This design comes from an exercise in tuning for small area, a short achievable clock period and few clock cycles on the open sky130 flow, not from production work.
Function was checked by simulation only, so behaviour that the tests miss may differ from the original.
Power figures rest on the tool's default switching activity, not on a simulated workload.

==> inputs of try-cedar <==
==> flow/design.v <==
module dfa_fe (
    input  wire        clk,
    input  wire        rst,           
    input  wire        bus_en,
    input  wire        bus_we,
    input  wire [3:0]  bus_addr,      
    input  wire [31:0] bus_wdata,
    output reg  [31:0] bus_rdata,
    output wire        out_valid,
    input  wire        out_ready,
    output reg  [7:0]  out_data,
    output wire [31:0] out_msg_id,
    output wire [31:0] out_frag_id,
    output wire        out_sof,
    output wire        out_eof
);
    localparam [3:0] A_CMD        = 4'h0,
                     A_STATUS     = 4'h1,
                     A_CFG_N      = 4'h2,
                     A_CFG_P      = 4'h3,
                     A_CFG_C      = 4'h4,
                     A_MSG_ID     = 4'h5,
                     A_ACT_N      = 4'h6,
                     A_ACT_P      = 4'h7,
                     A_ACT_C      = 4'h8,
                     A_CUR_MSG    = 4'h9,
                     A_CUR_FRAG   = 4'hA,
                     A_FRAG_TOTAL = 4'hB;
    localparam [3:0] E_NONE      = 4'h0,
                     E_MSG_COUNT = 4'h1,
                     E_PAY_NEG   = 4'h2,
                     E_CW_NONPOS = 4'h3,
                     E_CW_SMALL  = 4'h4,
                     E_NO_ROOM   = 4'h5,
                     E_NOT_CFG   = 4'h8,
                     E_BAD_ID    = 4'h9,
                     E_ILLEGAL   = 4'hF;
    localparam [1:0] S_HDR = 2'd0,      
                     S_PAY = 2'd1,      
                     S_FTR = 2'd2,      
                     S_PAD = 2'd3;      
    reg [31:0] cfg_n, cfg_p, cfg_c, msg_id;
    reg [30:0] act_n, act_p, act_c;
    reg        act_ok;
    reg [30:0] cur_msg, cur_frag;
    reg        cur_ok;
    reg        single;                
    reg [30:0] pay_left;              
    reg        pay_zero;              
    reg [30:0] blk_left;              
    reg [1:0]  sect;
    reg [2:0]  sidx;                  
    reg        busy, done, cfg_valid, dropped;
    reg [3:0]  err;
    wire [31:0] status_word = {24'd0, err, dropped, cfg_valid, done, busy};
    wire rs_status = (bus_addr == A_STATUS);
    wire rs_cfg_n  = (bus_addr == A_CFG_N);
    wire rs_cfg_p  = (bus_addr == A_CFG_P);
    wire rs_cfg_c  = (bus_addr == A_CFG_C);
    wire rs_msg_id = (bus_addr == A_MSG_ID);
    wire rs_act_n  = (bus_addr == A_ACT_N) && act_ok;
    wire rs_act_p  = (bus_addr == A_ACT_P) && act_ok;
    wire rs_act_c  = (bus_addr == A_ACT_C) && act_ok;
    wire rs_cur_m  = (bus_addr == A_CUR_MSG) && cur_ok;
    wire rs_cur_f  = (bus_addr == A_CUR_FRAG || bus_addr == A_FRAG_TOTAL) && cur_ok;
    always @(*) begin
        bus_rdata = ({32{rs_status}} & status_word)
                  | ({32{rs_cfg_n}}  & cfg_n)
                  | ({32{rs_cfg_p}}  & cfg_p)
                  | ({32{rs_cfg_c}}  & cfg_c)
                  | ({32{rs_msg_id}} & msg_id)
                  | ({32{rs_act_n}}  & {1'b0, act_n})
                  | ({32{rs_act_p}}  & {1'b0, act_p})
                  | ({32{rs_act_c}}  & {1'b0, act_c})
                  | ({32{rs_cur_m}}  & {1'b0, cur_msg})
                  | ({32{rs_cur_f}}  & {1'b0, cur_frag});
    end
    wire        wr       = bus_en && bus_we;
    wire        cmd_wr   = wr && (bus_addr == A_CMD);
    wire [31:0] cmd      = bus_wdata;
    wire        cmd_nz   = (cmd != 32'd0);
    wire        cmd_legal = (cmd[31:4] == 28'd0) && (cmd[3:0] < 4'h4);
    wire        accept   = cmd_wr && cmd_nz && !busy;
    wire signed [31:0] vn = cfg_n;
    wire signed [31:0] vp = cfg_p;
    wire signed [31:0] vc = cfg_c;
    reg  [3:0]  cfg_err;
    always @(*) begin
        if (vn <= 0)                 cfg_err = E_MSG_COUNT;
        else if (vp < 0)             cfg_err = E_PAY_NEG;
        else if (vc <= 0)            cfg_err = E_CW_NONPOS;
        else if (vc < 12)            cfg_err = E_CW_SMALL;
        else if (vc == 12 && vp > 0) cfg_err = E_NO_ROOM;
        else                         cfg_err = E_NONE;
    end
    wire do_config = accept && cmd_legal && cmd[1:0] == 2'd1 && cfg_err == E_NONE;
    wire do_start  = accept && cmd_legal && cmd[1] && cfg_valid &&
                     !(cmd[0] && $signed(msg_id) <= 0);
    wire [31:0] wd = rst ? 32'd0 : bus_wdata;
    always @(posedge clk) begin
        if (rst || (wr && bus_addr == A_CFG_N))  cfg_n  <= wd;
        if (rst || (wr && bus_addr == A_CFG_P))  cfg_p  <= wd;
        if (rst || (wr && bus_addr == A_CFG_C))  cfg_c  <= wd;
        if (rst || (wr && bus_addr == A_MSG_ID)) msg_id <= wd;
    end
    always @(posedge clk) begin
        if (do_config) begin
            act_n <= cfg_n[30:0];
            act_p <= cfg_p[30:0];
            act_c <= cfg_c[30:0];
        end
    end
    wire actp_zero = (act_p == 31'd0);
    wire pay_one  = (pay_left == 31'd1);
    wire blk_hi0  = (blk_left[30:3] == 28'd0);
    wire blk_one  = blk_hi0 && blk_left[2:0] == 3'd1;
    wire blk_five = blk_hi0 && blk_left[2:0] == 3'd5;
    wire frag_one = (cur_frag == 31'd1);
    wire last_msg = single || (cur_msg == act_n);
    wire [1:0] msg_m1  = cur_msg[1:0] - 2'd1;
    wire [1:0] frag_m2 = cur_frag[1:0] - 2'd2;
    always @(*) begin
        case (sect)
            S_HDR:
                if (sidx == 3'd6)      out_data = {6'd0, msg_m1};
                else if (sidx == 3'd7) out_data = frag_one ? 8'hD5 : {6'd0, frag_m2};
                else                   out_data = 8'h07;
            S_PAY: out_data = 8'hFF;
            S_FTR:
                if (pay_zero)           
                    case (sidx[1:0])
                        2'd0: out_data = 8'hAA;
                        2'd1: out_data = 8'hBB;
                        2'd2: out_data = 8'hCC;
                        default: out_data = 8'hDD;
                    endcase
                else                    
                    case (sidx[1:0])
                        2'd0: out_data = 8'h11;
                        2'd1: out_data = 8'h22;
                        2'd2: out_data = 8'h33;
                        default: out_data = 8'h44;
                    endcase
            default: out_data = 8'h00;
        endcase
    end
    assign out_valid   = busy;
    assign out_msg_id  = {1'b0, cur_msg};
    assign out_frag_id = {1'b0, cur_frag};
    assign out_sof     = (sect == S_HDR) && (sidx == 3'd0);
    assign out_eof     = blk_one;
    wire xfer = busy && out_ready;
    always @(posedge clk) begin
        if (do_start) begin
            blk_left <= act_c;
            pay_left <= act_p;
            pay_zero <= actp_zero;
            sect     <= S_HDR;
            sidx     <= 3'd0;
        end else if (xfer) begin
            blk_left <= blk_one ? act_c : blk_left - 31'd1;
            case (sect)
                S_HDR: begin
                    sidx <= sidx + 3'd1;
                    if (sidx == 3'd7) sect <= pay_zero ? S_FTR : S_PAY;
                end
                S_PAY: begin
                    pay_left <= pay_left - 31'd1;
                    pay_zero <= pay_one;
                    if (pay_one || blk_five) sect <= S_FTR;
                end
                S_FTR: begin
                    sidx <= sidx + 3'd1;
                    if (sidx[1:0] == 2'd3) sect <= S_PAD;
                end
                default: ;
            endcase
            if (blk_one) begin
                sect <= S_HDR;
                sidx <= 3'd0;
                if (pay_zero && !last_msg) begin
                    pay_left <= act_p;
                    pay_zero <= actp_zero;
                end
            end
        end
    end
    always @(posedge clk) begin
        if (do_start) begin
            cur_msg  <= cmd[0] ? msg_id[30:0] : 31'd1;
            single   <= cmd[0];
            cur_frag <= 31'd1;
        end else if (xfer && blk_one) begin
            if (!pay_zero) begin
                cur_frag <= cur_frag + 31'd1;
            end else if (!last_msg) begin
                cur_msg  <= cur_msg + 31'd1;
                cur_frag <= 31'd1;
            end
        end
    end
    always @(posedge clk) begin
        if (rst) begin
            busy      <= 1'b0;
            done      <= 1'b0;
            cfg_valid <= 1'b0;
            dropped   <= 1'b0;
            err       <= E_NONE;
            act_ok    <= 1'b0;
            cur_ok    <= 1'b0;
        end else begin
            if (cmd_wr && cmd_nz) begin
                if (busy) begin
                    dropped <= 1'b1;
                end else begin
                    done    <= 1'b0;
                    err     <= E_NONE;
                    dropped <= 1'b0;
                    if (!cmd_legal) begin
                        err <= E_ILLEGAL;
                    end else begin
                        case (cmd[1:0])
                            2'd1: begin  
                                if (cfg_err != E_NONE) begin
                                    cfg_valid <= 1'b0;
                                    err       <= cfg_err;
                                end else begin
                                    cfg_valid <= 1'b1;
                                    act_ok    <= 1'b1;
                                    done      <= 1'b1;
                                end
                            end
                            2'd2, 2'd3: begin  
                                if (!cfg_valid)
                                    err <= E_NOT_CFG;
                                else if (cmd[0] && $signed(msg_id) <= 0)
                                    err <= E_BAD_ID;
                                else begin
                                    busy   <= 1'b1;
                                    cur_ok <= 1'b1;
                                end
                            end
                            default: ;
                        endcase
                    end
                end
            end
            if (xfer && blk_one && pay_zero && last_msg) begin
                busy <= 1'b0;
                done <= 1'b1;
            end
        end
    end
endmodule
==> flow/flow/run.sh <==
#!/bin/bash
# Own layout flow: the standard ORFS flow (standard.sh, unchanged synthesis)
# with a few knobs changed:
#  - ports are buffered with the smallest buffer (buf_1) instead of the
#    default pick; timing repair may then resize them,
#  - timing repair may change cell footprints and aims beyond the plain
#    clock period (setup margin),
#  - the clock tree uses clkbuf_8 buffers, larger sink clusters and no
#    dummy loads.
# The make output goes to flow_make.log in the work folder; every ORFS step
# also keeps its own log under orfs/logs.
set -euo pipefail
MARGIN=$(cat "$(dirname "$0")/margin.txt")
bash standard.sh \
  MATCH_CELL_FOOTPRINT=0 \
  SETUP_SLACK_MARGIN=$MARGIN \
  "BUFFER_PORTS_ARGS=-buffer_cell sky130_fd_sc_hd__buf_1" \
  "CTS_ARGS=-sink_clustering_enable -repair_clock_nets -dont_use_dummy_load -buf_list sky130_fd_sc_hd__clkbuf_8 -sink_clustering_size 16 -sink_clustering_max_diameter 50" \
  finish > flow_make.log 2>&1
==> flow/flow/margin.txt <==
6.0
==> flow/standard.sh <==
#!/bin/bash
# synth_recipe.tcl (not shown) runs the flow's synth.tcl, then flattens the netlist and writes it again
# the make line also repeats each setting of config.mk as NAME=value (left out here)
make -C /OpenROAD-flow-scripts/flow DESIGN_CONFIG=/design/flow/config.mk WORK_HOME=/design/flow/orfs CLKGATE_MAP_FILE= SYNTH_SCRIPT=/design/flow/synth_recipe.tcl "${@:-finish}"
==> flow/config.mk <==
export PLATFORM = sky130hd
export DESIGN_NAME = dfa_fe
export DESIGN_NICKNAME = dfa_fe
export VERILOG_FILES = /design/flow/design.v
export SDC_FILE = /design/flow/constraint.sdc
export NUM_CORES = 4
export LEC_CHECK = 0
export CAP_MARGIN = 20
export CORE_MARGIN = 2
export CORE_UTILIZATION = 40
export SLEW_MARGIN = 20
==> flow/constraint.sdc <==
create_clock -name core_clock -period 11.0 [get_ports {clk}]
set_input_delay 2.2000 -clock core_clock [delete_from_list [all_inputs] [get_ports {clk}]]
set_output_delay 2.2000 -clock core_clock [all_outputs]
set_load 0.01 [all_outputs]
==> inputs of try-zinc, as changes to try-cedar <==
--- a/flow/design.v
+++ b/flow/design.v
@@ -47,5 +47,4 @@
     reg        single;                
     reg [30:0] pay_left;              
-    reg        pay_zero;              
     reg [30:0] blk_left;              
     reg [1:0]  sect;
@@ -54,25 +53,19 @@
     reg [3:0]  err;
     wire [31:0] status_word = {24'd0, err, dropped, cfg_valid, done, busy};
-    wire rs_status = (bus_addr == A_STATUS);
-    wire rs_cfg_n  = (bus_addr == A_CFG_N);
-    wire rs_cfg_p  = (bus_addr == A_CFG_P);
-    wire rs_cfg_c  = (bus_addr == A_CFG_C);
-    wire rs_msg_id = (bus_addr == A_MSG_ID);
-    wire rs_act_n  = (bus_addr == A_ACT_N) && act_ok;
-    wire rs_act_p  = (bus_addr == A_ACT_P) && act_ok;
-    wire rs_act_c  = (bus_addr == A_ACT_C) && act_ok;
-    wire rs_cur_m  = (bus_addr == A_CUR_MSG) && cur_ok;
-    wire rs_cur_f  = (bus_addr == A_CUR_FRAG || bus_addr == A_FRAG_TOTAL) && cur_ok;
     always @(*) begin
-        bus_rdata = ({32{rs_status}} & status_word)
-                  | ({32{rs_cfg_n}}  & cfg_n)
-                  | ({32{rs_cfg_p}}  & cfg_p)
-                  | ({32{rs_cfg_c}}  & cfg_c)
-                  | ({32{rs_msg_id}} & msg_id)
-                  | ({32{rs_act_n}}  & {1'b0, act_n})
-                  | ({32{rs_act_p}}  & {1'b0, act_p})
-                  | ({32{rs_act_c}}  & {1'b0, act_c})
-                  | ({32{rs_cur_m}}  & {1'b0, cur_msg})
-                  | ({32{rs_cur_f}}  & {1'b0, cur_frag});
+        case (bus_addr)
+            A_STATUS:     bus_rdata = status_word;
+            A_CFG_N:      bus_rdata = cfg_n;
+            A_CFG_P:      bus_rdata = cfg_p;
+            A_CFG_C:      bus_rdata = cfg_c;
+            A_MSG_ID:     bus_rdata = msg_id;
+            A_ACT_N:      bus_rdata = act_ok ? {1'b0, act_n} : 32'd0;
+            A_ACT_P:      bus_rdata = act_ok ? {1'b0, act_p} : 32'd0;
+            A_ACT_C:      bus_rdata = act_ok ? {1'b0, act_c} : 32'd0;
+            A_CUR_MSG:    bus_rdata = cur_ok ? {1'b0, cur_msg} : 32'd0;
+            A_CUR_FRAG,
+            A_FRAG_TOTAL: bus_rdata = cur_ok ? {1'b0, cur_frag} : 32'd0;
+            default:      bus_rdata = 32'd0;
+        endcase
     end
     wire        wr       = bus_en && bus_we;
@@ -111,5 +104,5 @@
         end
     end
-    wire actp_zero = (act_p == 31'd0);
+    wire pay_zero = (pay_left == 31'd0);
     wire pay_one  = (pay_left == 31'd1);
     wire blk_hi0  = (blk_left[30:3] == 28'd0);
@@ -155,5 +148,4 @@
             blk_left <= act_c;
             pay_left <= act_p;
-            pay_zero <= actp_zero;
             sect     <= S_HDR;
             sidx     <= 3'd0;
@@ -167,5 +159,4 @@
                 S_PAY: begin
                     pay_left <= pay_left - 31'd1;
-                    pay_zero <= pay_one;
                     if (pay_one || blk_five) sect <= S_FTR;
                 end
@@ -179,8 +170,5 @@
                 sect <= S_HDR;
                 sidx <= 3'd0;
-                if (pay_zero && !last_msg) begin
-                    pay_left <= act_p;
-                    pay_zero <= actp_zero;
-                end
+                if (pay_zero && !last_msg) pay_left <= act_p;
             end
         end
==> flow/run.sh (new file) <==
#!/bin/bash
# synth_recipe.tcl (not shown) runs the flow's synth.tcl, then flattens the netlist and writes it again
# the make line also repeats each setting of config.mk as NAME=value (left out here)
make -C /OpenROAD-flow-scripts/flow DESIGN_CONFIG=/design/flow/config.mk WORK_HOME=/design/flow/orfs CLKGATE_MAP_FILE= SYNTH_SCRIPT=/design/flow/synth_recipe.tcl finish
Settings changed: SETUP_SLACK_MARGIN from default to 5.
removed: flow/flow/run.sh
removed: flow/flow/margin.txt
removed: flow/standard.sh
==> summary of the runs <==
try-cedar passed the timing, DRC and antenna checks. try-zinc passed the timing, DRC and antenna checks.
Of try-zinc and try-cedar, try-zinc has the higher power (gap 24%, measured against try-cedar).
In try-zinc the fmax is larger than in try-cedar, by about 2.5%.
Between try-cedar and try-zinc, the lower combinational power is in try-cedar (gap about 6%, measured against try-zinc).
Of try-zinc and try-cedar, try-zinc has the higher worst setup slack (gap 0.15 ns).
Sequential share of layout area: try-cedar is higher than try-zinc (3.1 points).
Testbench counts of try-cedar, summed over its fixed seeds: cycles 59,163.
Testbench counts of try-zinc, summed over its fixed seeds: cycles 59,163.

## separate check: timing with driven ports
No port has a modelled driver above. Below, the same layouts with a new extraction and two added sets of constraints. Step 1 sets driving cells, clkbuf_16 on the clock port and buf_2 on the other inputs (assumed; they add their load-dependent delay and slew). Step 2 times the ports against the registers' clock, not the clock port: input delays grow and output delays shrink by t, the midpoint of the rising clock arrivals with the driver on. a / b / c = no drivers / after step 1 / after step 2; a / b = the first two.
| run | t, ns | slack for setup (ns) | hold WS [ns] | clock arrival spread, ns | worst data-port slew with drivers (ns) |
|---|---|---|---|---|---|
| try-cedar | 0.629 | 4.827 / 4.773 / 4.773 | 0.492 / 0.492 / 0.492 | 0.072 / 0.072 | 0.07 |
| try-zinc | 0.605 | 4.980 / 4.877 / 4.853 | 0.494 / 0.494 / 0.494 | 0.029 / 0.029 | 0.10 |
After both steps setup and hold are still met in every run listed. For try-zinc, which loses most, drivers alone change the setup slack by -0.103 ns; drivers and shift together by -0.127 ns.
